What follows belongs to an exercise in optimizing a design on an open flow for small area, a short achievable clock period and few clock cycles per item; a production flow would make more cautious choices.
Only simulation tests tie the RTL to the original design; equivalence was not proved.
Power figures rest on the tool's default switching activity, not on a simulated workload.

===== flow/standard.sh =====
#!/bin/bash
# synth_recipe.tcl (not shown) runs the flow's synth.tcl, then flattens the netlist and writes it again
# the make line also repeats each setting of config.mk as NAME=value (left out here)
make -C /OpenROAD-flow-scripts/flow DESIGN_CONFIG=/design/flow/config.mk WORK_HOME=/design/flow/orfs CLKGATE_MAP_FILE= SYNTH_SCRIPT=/design/flow/synth_recipe.tcl "${@:-finish}"

===== flow/design.v =====
`timescale 1ns/1ps
module doc4_class_therm (
    input  wire [31:0] n,
    output wire [6:0]  ge
);
    genvar c;
    generate
        for (c = 1; c < 8; c = c + 1) begin : g_ge
            assign ge[c-1] = (|n[31:4*c]) | (&n[4*c-1:0]);
        end
    endgenerate
endmodule
module doc4_is_perm (
    input  wire [7:0] p,
    output wire       ok
);
    wire [1:0] p0 = p[1:0];
    wire [1:0] p1 = p[3:2];
    wire [1:0] p2 = p[5:4];
    wire [1:0] p3 = p[7:6];
    assign ok = (p0 != p1) && (p0 != p2) && (p0 != p3) &&
                (p1 != p2) && (p1 != p3) && (p2 != p3);
endmodule
module doc4_perm_codec (
    input  wire [4:0] code,
    output reg  [7:0] p,
    output reg  [7:0] q,
    output wire       valid
);
    wire [1:0] a = code[4:3];
    wire [1:0] b = code[2:1];
    wire       c = code[0];
    reg  [1:0] lo, hi, f0, f1;
    integer    i;
    assign valid = (a != b);
    always @* begin
        case ((a < b) ? {a, b} : {b, a})
            4'b0001: begin lo = 2'd2; hi = 2'd3; end
            4'b0010: begin lo = 2'd1; hi = 2'd3; end
            4'b0011: begin lo = 2'd1; hi = 2'd2; end
            4'b0110: begin lo = 2'd0; hi = 2'd3; end
            4'b0111: begin lo = 2'd0; hi = 2'd2; end
            default: begin lo = 2'd0; hi = 2'd1; end
        endcase
        f0 = c ? hi : lo;
        f1 = c ? lo : hi;
        if (!valid) begin
            p = 8'hE4;
            q = 8'hE4;
        end else begin
            p = {a, b, f1, f0};
            q = 8'h00;
            for (i = 0; i < 4; i = i + 1)
                q[2*p[2*i +: 2] +: 2] = i[1:0];
        end
    end
endmodule
module doc4_sort_order (
    input  wire [127:0] t,
    output reg  [7:0]   o
);
    wire g01, g02, g03, g12, g13, g23;
    doc4_gt u_g01 (.a(t[31:0]),  .b(t[63:32]),  .gt(g01));
    doc4_gt u_g02 (.a(t[31:0]),  .b(t[95:64]),  .gt(g02));
    doc4_gt u_g03 (.a(t[31:0]),  .b(t[127:96]), .gt(g03));
    doc4_gt u_g12 (.a(t[63:32]), .b(t[95:64]),  .gt(g12));
    doc4_gt u_g13 (.a(t[63:32]), .b(t[127:96]), .gt(g13));
    doc4_gt u_g23 (.a(t[95:64]), .b(t[127:96]), .gt(g23));
    wire [1:0] r1 = {1'b0, ~g01} + {1'b0, g12} + {1'b0, g13};
    wire [1:0] r2 = {1'b0, ~g02} + {1'b0, ~g12} + {1'b0, g23};
    wire [1:0] r3 = {1'b0, ~g03} + {1'b0, ~g13} + {1'b0, ~g23};
    integer r;
    always @* begin
        o = 8'd0;
        for (r = 0; r < 4; r = r + 1)
            o[2*r +: 2] = ((r1 == r) ? 2'd1 : 2'd0) | ((r2 == r) ? 2'd2 : 2'd0) |
                          ((r3 == r) ? 2'd3 : 2'd0);
    end
endmodule
module doc4_csa #(parameter W = 34) (
    input  wire [W-1:0] a,
    input  wire [W-1:0] b,
    input  wire [W-1:0] c,
    output wire [W-1:0] s,
    output wire [W-1:0] cy
);
    wire [W-1:0] co = (a & b) | (a & c) | (b & c);
    assign s  = a ^ b ^ c;
    assign cy = {co[W-2:0], 1'b0};
endmodule
module doc4_add #(parameter W = 32) (
    input  wire [W-1:0] a,
    input  wire [W-1:0] b,
    input  wire         cin,
    output wire [W-1:0] s,
    output wire         cout
);
    wire [W-1:0] p0 = a ^ b;
    wire [W-1:0] g0 = a & b;
    reg  [W-1:0] G, P, Gn, Pn;
    integer i, d, j;
    always @* begin
        G = {g0[W-1:1], g0[0] | (p0[0] & cin)};
        P = p0;
        for (d = 1; d < W; d = d * 2) begin
            Gn = G;
            Pn = P;
            for (i = 0; i < W; i = i + 1)
                if ((i / d) % 2 == 1) begin
                    j = (i / d) * d - 1;
                    Gn[i] = G[i] | (P[i] & G[j]);
                    Pn[i] = P[i] & P[j];
                end
            G = Gn;
            P = Pn;
        end
    end
    assign s    = p0 ^ {G[W-2:0], cin};
    assign cout = G[W-1];
endmodule
module doc4_gt (
    input  wire [31:0] a,
    input  wire [31:0] b,
    output reg         gt
);
    integer i;
    always @* begin
        gt = 1'b0;
        for (i = 0; i < 32; i = i + 1)
            gt = (a[i] & ~b[i]) | (~(a[i] ^ b[i]) & gt);
    end
endmodule
`timescale 1ns/1ps
module doc4_stage1 (
    input  wire [3:0]   op,
    input  wire         is_sum,    
    input  wire [127:0] va,
    input  wire [7:0]   pa,
    input  wire [4:0]   code,
    input  wire [2:0]   k,         
    output wire [127:0] x,
    output reg  [7:0]   perm,
    output wire [6:0]   tk,
    output wire [3:0]   mode,      
    output reg  [15:0]  sa,        
    output reg  [11:0]  sb,        
    output wire         err,       
    output wire         wrap1      
);
    localparam [3:0] OP_THR = 4'h0, OP_CLS = 4'h1, OP_SORT = 4'h2, OP_PAPPLY = 4'h3,
                     OP_PENC = 4'h4, OP_PDEC = 4'h5, OP_PINV = 4'h6, OP_DFWD = 4'h7,
                     OP_DINV = 4'h8, OP_HUNPK = 4'hA, OP_ENC = 4'hB, OP_DEC = 4'hC;
    assign mode = {(op == OP_SORT) | (op == OP_PAPPLY) | (op == OP_DFWD) | (op == OP_ENC),
                   op == OP_THR, is_sum, (op == OP_DFWD) | (op == OP_ENC)};
    wire pa_ok;
    doc4_is_perm u_isperm (.p(pa), .ok(pa_ok));
    wire [7:0] pdec, pinv;
    wire       code_ok;
    doc4_perm_codec u_codec (.code(code), .p(pdec), .q(pinv), .valid(code_ok));
    wire [7:0] sorder;
    doc4_sort_order u_sort (.t(va), .o(sorder));
    wire [6:0] tkk;
    genvar n;
    generate
        for (n = 0; n < 7; n = n + 1) begin : g_tkk
            assign tkk[n] = (k > n);
        end
    endgenerate
    wire [6:0] ge0, ge1, ge2, ge3;
    doc4_class_therm u_ge0 (.n(va[31:0]),   .ge(ge0));
    doc4_class_therm u_ge1 (.n(va[63:32]),  .ge(ge1));
    doc4_class_therm u_ge2 (.n(va[95:64]),  .ge(ge2));
    doc4_class_therm u_ge3 (.n(va[127:96]), .ge(ge3));
    assign tk = (op == OP_ENC) ? (ge0 & ge1 & ge2 & ge3) :
                ((op == OP_CLS) | (op == OP_DFWD)) ? ge0 : tkk;
    wire [31:0] thr;
    generate
        for (n = 0; n < 32; n = n + 1) begin : g_thr
            if (n < 28) assign thr[n] = tkk[n / 4] & is_sum;
            else        assign thr[n] = 1'b0;
        end
    endgenerate
    wire [31:0] m0 = va[31:0]  & {32{is_sum}};
    wire [31:0] m2 = va[95:64] & {32{is_sum}};
    wire [33:0] a_s, a_c;
    doc4_csa u_csa (.a({2'd0, m0}), .b({2'd0, va[63:32]}), .c({2'd0, thr}),
                    .s(a_s), .cy(a_c));
    wire [33:0] h;
    wire        h_co;
    doc4_add #(.W(34)) u_add_h (.a(a_s), .b(a_c), .cin(1'b0), .s(h), .cout(h_co));
    wire [31:0] g;
    wire        g_co;
    doc4_add #(.W(32)) u_add_g (.a(m2), .b(va[127:96]), .cin(1'b0), .s(g), .cout(g_co));
    assign wrap1 = h[33] | h[32] | g_co;
    assign x = {g, va[95:64], h[31:0], va[31:0]};
    always @* begin
        case (op)
            OP_SORT, OP_ENC:           perm = sorder;
            OP_PAPPLY, OP_PENC:        perm = pa;
            OP_PINV, OP_DEC:           perm = pinv;
            OP_PDEC:                   perm = pdec;
            default:                   perm = 8'hE4;
        endcase
    end
    assign err = ((op == OP_PAPPLY) | (op == OP_PENC)) ? ~pa_ok : ~code_ok;
    integer i, j;
    always @* begin
        for (i = 0; i < 4; i = i + 1) begin
            for (j = 0; j < 4; j = j + 1)
                sa[4*i+j] = (mode[3] && perm[2*i +: 2] == j) ||
                            (is_sum && (j == 0 ? perm[2*i +: 2] == 0 : j == 1 && perm[2*i +: 2] != 0));
            sb[3*i+0] = (is_sum && perm[2*i +: 2] == 0) || (mode[2] && i == 0);
            sb[3*i+1] = is_sum && perm[2*i +: 2] == 2;
            sb[3*i+2] = is_sum && perm[2*i +: 2] == 3;
        end
    end
endmodule
module doc4_stage2 (
    input  wire [3:0]   op,
    input  wire [127:0] x,
    input  wire [7:0]   perm,
    input  wire [4:0]   code,
    input  wire [6:0]   tk,
    input  wire [3:0]   mode,
    input  wire [15:0]  sa,
    input  wire [11:0]  sb,
    input  wire         err,
    input  wire         wrap1,
    output wire [127:0] vz,
    output reg  [7:0]   pz,
    output reg  [7:0]   bz,
    output reg  [7:0]   cz,
    output reg  [7:0]   st
);
    localparam [3:0] OP_THR = 4'h0, OP_CLS = 4'h1, OP_SORT = 4'h2, OP_PAPPLY = 4'h3,
                     OP_PENC = 4'h4, OP_PDEC = 4'h5, OP_PINV = 4'h6, OP_DFWD = 4'h7,
                     OP_DINV = 4'h8, OP_HPACK = 4'h9, OP_HUNPK = 4'hA, OP_ENC = 4'hB,
                     OP_DEC = 4'hC;
    wire sub    = mode[0];
    wire [2:0] k = {tk[3], tk[5] | (tk[1] & ~tk[3]),
                    tk[6] | (tk[4] & ~tk[5]) | (tk[2] & ~tk[3]) | (tk[0] & ~tk[1])};
    wire [31:0] thr;
    genvar n;
    generate
        for (n = 0; n < 32; n = n + 1) begin : g_thr
            if (n < 28) assign thr[n] = tk[n / 4];
            else        assign thr[n] = 1'b0;
        end
    endgenerate
    integer i, j;
    reg [127:0] a, b;
    always @* begin
        a = 128'd0;
        b = 128'd0;
        for (i = 0; i < 4; i = i + 1) begin
            for (j = 0; j < 4; j = j + 1)
                if (sa[4*i+j]) a[32*i +: 32] = a[32*i +: 32] | x[32*j +: 32];
            if (sb[3*i+0]) b[32*i +: 32] = b[32*i +: 32] | thr;
            if (sb[3*i+1]) b[32*i +: 32] = b[32*i +: 32] | x[95:64];
            if (sb[3*i+2]) b[32*i +: 32] = b[32*i +: 32] | x[127:96];
            if (sub) b[32*i +: 32] = b[32*i +: 32] | ((i == 0) ? ~thr : ~a[32*(i-1) +: 32]);
        end
    end
    wire [3:0] co;
    genvar l;
    generate
        for (l = 0; l < 4; l = l + 1) begin : g_lane
            doc4_add #(.W(32)) u_add (.a(a[32*l +: 32]), .b(b[32*l +: 32]), .cin(sub),
                                      .s(vz[32*l +: 32]), .cout(co[l]));
        end
    endgenerate
    wire dwrap = ~co[1] | ~co[2] | ~co[3];
    wire swrap = wrap1 | (co[0] & sb[2]) | (co[1] & sb[5]) |
                         (co[2] & sb[8]) | (co[3] & sb[11]);
    wire e32 = (a[127:96] == a[95:64]);
    wire e21 = (a[95:64] == a[63:32]);
    reg [7:0] sperm;
    always @* begin
        if (!e32)      sperm = perm;
        else if (!e21) sperm = {perm[5:4], perm[7:6], perm[3:0]};
        else           sperm = {perm[3:2], perm[7:6], perm[5:4], perm[1:0]};
    end
    wire [4:0] penc  = {perm[7:4], perm[1:0] > perm[3:2]};
    wire [4:0] spenc = {sperm[7:4], sperm[1:0] > sperm[3:2]};
    always @* begin
        pz = 8'd0;
        bz = 8'd0;
        cz = 8'd0;
        st = 8'd0;
        case (op)
            OP_CLS:    cz[2:0] = k;
            OP_SORT:   pz = sperm;
            OP_PAPPLY: st[1] = err;
            OP_PENC:   begin bz[4:0] = penc; st[1] = err; end
            OP_PDEC:   begin pz = perm; st[0] = err; end
            OP_PINV:   begin pz = perm; st[0] = err; end
            OP_DFWD:   begin cz[2:0] = k; st[2] = dwrap; end
            OP_DINV:   st[2] = swrap;
            OP_HPACK:  begin bz = {k, code}; st[0] = err; end
            OP_HUNPK:  begin bz[4:0] = code; cz[2:0] = k; st[0] = err; end
            OP_ENC:    begin pz = sperm; cz[2:0] = k; bz = {k, spenc}; end
            OP_DEC:    begin
                pz = perm; bz[4:0] = code; cz[2:0] = k;
                st[0] = err; st[2] = swrap;
            end
            OP_THR:    ;
            default:   st[3] = 1'b1;
        endcase
    end
endmodule
`timescale 1ns/1ps
module doc4_top (
    input  wire         clk,
    input  wire         rst,
    input  wire         in_valid,
    output wire         in_ready,
    input  wire [3:0]   op,
    input  wire [127:0] va,
    input  wire [7:0]   pa,
    input  wire [7:0]   ba,
    input  wire [7:0]   bb,
    output reg          out_valid,
    output reg  [127:0] vz,
    output reg  [7:0]   pz,
    output reg  [7:0]   bz,
    output reg  [7:0]   cz,
    output reg  [7:0]   st
);
    assign in_ready = 1'b1;
    reg         r_valid;
    reg [3:0]   r_op;
    reg         r_sum;       
    reg [127:0] r_va;
    reg [7:0]   r_pa;
    reg [4:0]   r_code;
    reg [2:0]   r_k;
    always @(posedge clk) begin
        if (rst) r_valid <= 1'b0;
        else     r_valid <= in_valid;
        r_op <= op;
        r_sum <= (op == 4'h8) | (op == 4'hC);
        r_va <= va;
        r_pa <= pa;
        r_code <= ba[4:0];
        r_k <= (op == 4'hC || op == 4'hA) ? ba[7:5] : bb[2:0];
    end
    wire [127:0] s1_x;
    wire [7:0]   s1_perm;
    wire [6:0]   s1_tk;
    wire [3:0]   s1_mode;
    wire [15:0]  s1_sa;
    wire [11:0]  s1_sb;
    wire         s1_err, s1_wrap;
    doc4_stage1 u_s1 (
        .op(r_op), .is_sum(r_sum), .va(r_va), .pa(r_pa), .code(r_code), .k(r_k),
        .x(s1_x), .perm(s1_perm), .tk(s1_tk), .mode(s1_mode), .sa(s1_sa), .sb(s1_sb), .err(s1_err), .wrap1(s1_wrap)
    );
    reg         m_valid;
    reg [3:0]   m_op;
    reg [127:0] m_x;
    reg [7:0]   m_perm;
    reg [4:0]   m_code;
    reg [6:0]   m_tk;
    reg [3:0]   m_mode;
    reg [15:0]  m_sa;
    reg [11:0]  m_sb;
    reg         m_err, m_wrap;
    always @(posedge clk) begin
        if (rst) m_valid <= 1'b0;
        else     m_valid <= r_valid;
        m_op   <= r_op;
        m_x    <= s1_x;
        m_perm <= s1_perm;
        m_code <= r_code;
        m_tk   <= s1_tk;
        m_mode <= s1_mode;
        m_sa   <= s1_sa;
        m_sb   <= s1_sb;
        m_err  <= s1_err;
        m_wrap <= s1_wrap;
    end
    wire [127:0] f_vz;
    wire [7:0]   f_pz, f_bz, f_cz, f_st;
    doc4_stage2 u_s2 (
        .op(m_op), .x(m_x), .perm(m_perm), .code(m_code), .tk(m_tk), .mode(m_mode), .sa(m_sa), .sb(m_sb),
        .err(m_err), .wrap1(m_wrap),
        .vz(f_vz), .pz(f_pz), .bz(f_bz), .cz(f_cz), .st(f_st)
    );
    always @(posedge clk) begin
        if (rst) out_valid <= 1'b0;
        else     out_valid <= m_valid;
        vz <= f_vz;
        pz <= f_pz;
        bz <= f_bz;
        cz <= f_cz;
        st <= f_st;
    end
endmodule

===== flow/flow/run.sh =====
#!/bin/bash
# Standard layout with two changes to how it is made:
#  - ORFS's timing repair aims at a 5.6 ns period (setup margin 16.4 ns on
#    the 22 ns clock) rather than at the clock period;
#  - ports are buffered with sky130_fd_sc_hd__buf_1 (timing repair sizes
#    them up where needed) instead of the delay cell buffer_ports picks.
set -euo pipefail
bash standard.sh SETUP_SLACK_MARGIN=16.4 \
    "BUFFER_PORTS_ARGS=-buffer_cell sky130_fd_sc_hd__buf_1" finish > standard.log 2>&1

===== flow/config.mk =====
export PLATFORM = sky130hd
export DESIGN_NAME = doc4_top
export DESIGN_NICKNAME = doc4_top
export VERILOG_FILES = /design/flow/design.v
export SDC_FILE = /design/flow/constraint.sdc
export NUM_CORES = 4
export LEC_CHECK = 0
export CAP_MARGIN = 20
export CORE_MARGIN = 2
export CORE_UTILIZATION = 50
export CTS_CLUSTER_DIAMETER = 120
export CTS_CLUSTER_SIZE = 24
export SLEW_MARGIN = 20

===== flow/constraint.sdc =====
create_clock -name core_clock -period 22.0 [get_ports {clk}]
set_input_delay 4.4000 -clock core_clock [delete_from_list [all_inputs] [get_ports {clk}]]
set_output_delay 4.4000 -clock core_clock [all_outputs]
set_load 0.01 [all_outputs]

==> summary.md <==
| Metric | Value |
|---|---|
| Run status | no timing/DRC/antenna violations |
| Row count | 90 |
| Worst EP arrival | 1.12 ns |
| Setup CP Type | reg -> out |
| Pin count of the biggest net entering global routing | 86 |
| Launch point of the critical path | vz[61] |
| PD cells | 73.1 nW/um^2 |
| Final Hold Fails | 0 |
| Worst-Skew Late Latency | 0.60 ns |
| Min-delay worst type | reg -> reg |
| Slew @ Worst Pin | 1.12 ns |
| Share of the synthesized area in the top cell type | 31.8% |
| Clock tree buffer depth | 3 |
| Synth top area cells | dfxtp_1 32%, ha_1 16%, a22oi_1 6.3%, fa_1 4.1%, xor2_1 3.3% |
| Post-Route Setup TNS | 0 ns |
| Pre-CTS WS | 16.37 ns |
| Slew headroom | 25.4% |
| Worst Hold Launch | m_valid |
| Post-synth cell types | 85 |
| Critical register-to-register path startpoint | m_sa[4] |
| Max-cap violations | 0 |
| Most common cell in the netlist | dfxtp_1 |
| Die area | 63200 sq um |
| Antenna cells | 0 |
| Post-Route Skew | 0.0186 ns |
| Drt initial violations | 3779 |
| Area grow syn2layout | 7.52% |
| EDFF count, synth | 0 |
| Routability congestion estimate | 1.01 |
| Setup ws final | 16.48 ns |
| Cell Chain, Critical Path | buf_1 |
| Total I/O pin count | 321 |
| Critical Path Max Stage Delay | 0.32 ns |
| Worst path bufs/invs | 1 |
| Hold-fix buffers, CTS | 0 |
| Die Wd | 251 microns |
| CP max-delay cell | dfxtp_1 |
| Core Region | 60500 sq um |
| Via density | 6.46 |
| Cells after Synth | 3385 |
| Final Max Slew Viols | 0 |
| Share of layout cells above drive strength 1 | 2.61% |
| Endpoints failing setup | 0 |
| Htree depth | 1 |
| CTS root buf | clkbuf_16 |
| Register bit total from synthesis | 486 |
| Yosys top cell by area | dfxtp_1 |
| Tmin final | 5.52 ns |
| Post-detail-place hpwl | 87900 microns |
| Static Leak | 0.0149 uW |
| # DRC | 0 |
| Port bufs | 305 |
| Vias | 28000 |
| Post-Route WL | 110000 microns |
| CP top delay family | flip-flops |
| Period utilization | 25.1% |
| Syn Area/Cell | 9.05 sq um |
| Vias in the first global route | 27000 |
| Asr flop ratio synth | 0% |
| Routed Antenna Nets | 0 |
| Post-Synthesis Cell Area | 30600 sq um |
| CTS Sinks | 486 |
| Most frequent cells after synthesis | 486 x dfxtp_1, 382 x ha_1, 259 x a22oi_1, 231 x nand2_1, 200 x o21ai_0 |
| Max Fclk | 0.181 GHz |
| Max VDD drop | 0.0768 mV |
| Setup crit end kind | output pin |
| CP required | 17.60 ns |
| Clock Pin Slew Worst Setup and Hold Paths | 0.09 ns |
| Starting Density | 50.6% |
| Initial antenna violation count | 2 |
| CTS tree | built |
| Sequential element share of the synthesized area | 31.8% |
| RSZ-0062 raised after global routing | false |
| Congestion Overflow GR | 0 |
| First-pass GRT wire length | 163000 microns |
| Total track usage | 33.7% |
| Hold WS | 0.436 ns |
| Synth Warn # | 8 |
| Primary FF master, synth | dfxtp_1 |
| Crit-path max FO | 1 |
| Num CTS Buffers | 24 |
| Startpoint Class | flop |
| Die height | 251 microns |
| DR pass1 iterations | 12 |
| Average wire per standard cell | 25.3 microns |
| Final #Nets | 4159 |
## logic make-up after synthesis
kind of cell,Yosys count,synth area share [%]
multiplexers,11,0.376
AND/OR/NAND/NOR,782,12.4
AO/OA/AOI/OAI,1050,24.7
other,2,0.0245
adder cells (fa/ha/maj),444,19.7
buffers and inverters,399,5.04
XOR/XNOR,211,6.03
flip-flops,486,31.8
## sequential cells by signal (all words and copies together), names as in the netlist, 5 cells and up
register,flops
r_code,5
r_va,128
m_perm,8
m_tk,7
vz,128
m_sa,16
pz,8
m_sb,12
m_code,5
m_x,128
bz,8
r_pa,8
## what timing repair did
action                                  4_1_cts  5_1_grt
buffers inserted                              0        0
gates resized for setup                       0        6
endpoints found under the setup margin        0        8
## layer usage
metal / share of wire, % / vias to the layer above / GRT usage, %
met3: 10 / 188 / 5.71
met4: 3.5 / 2 / 10.8
met1: 45 / 13400 / 49.7
li1: - / 12800 / -
met5: 0.012 / - / 0
met2: 41 / 1562 / 49.7
## path summary, 6_finish.rpt
path,slack (ns),endpoint,cells past startpoint
worst max-delay path,16.48,vz[61],1
worst min-delay path,0.44,out_valid,1
worst max register to register,16.65,st[2],17
worst min register to register,0.44,out_valid,1
## area by class of cell
class                      count  area (sq um)
inverter                     197           739
clock buffer                  26           639
tap                          782           978
clock inverter                 3          21.3
fill                        5538         27500
timing repair buffer         339          1400
multi-input combinational   2508         19400
sequential                   486          9730
## where the power goes
part,internal [uW],switching [uW]
logic,288,499
registers,1010,123
clock network,207,278
## metrics by stage
step | util [%] | cell area [sq um] | total power [uW] | instances
after floorplan | - | 30700 | 1610 | 3393
after global placement | 53.3 | 32200 | 1900 | 4312
after detailed placement | 53.3 | 32200 | 1920 | 4312
after CTS | 54.4 | 32900 | 2400 | 4341
after global routing | 54.5 | 32900 | 2530 | 4341
final | 54.5 | 32900 | 2410 | 4341
## placed cells by master, fill, tap and decap left out, types with 102 or more instances in the layout
master / Yosys / layout
dfxtp_1: 486 / 484
ha_1: 382 / 382
buf_1: 42 / 305
a22oi_1: 259 / 259
nand2_1: 231 / 231
o21ai_0: 200 / 200
inv_1: 195 / 194
nor2_1: 186 / 186
xor2_1: 115 / 115
a21oi_1: 102 / 102
Testbench counts, summed over its fixed seeds: cycles 24,016, items 24,000.

separate check: timing with driven ports:
No port has a modelled driver above. Below, the same layout with a new extraction and two added sets of constraints. Step 1, drivers: a clkbuf_16 drives clk and a buf_2 each remaining input, both assumed. Step 2 moves the port delays by t, midway between the first and last clock arrival at a register: inputs arrive t later, outputs are due t later. That takes back most of the time a late clock gives input paths. Three values: no drivers, after step 1, after step 2; two values: the first two.
t, ns: 0.657
setup WS [ns]: 16.478 / 16.415 / 16.417
slew at the worst register clock pin (ns): 0.10 / 0.10
worst slew at a driven data input, ns: 0.04
pins driven straight from the clock port: 1
After both steps this run still meets setup and hold. The setup slack of this run moves by -0.063 ns with the drivers and by -0.061 ns with both steps.
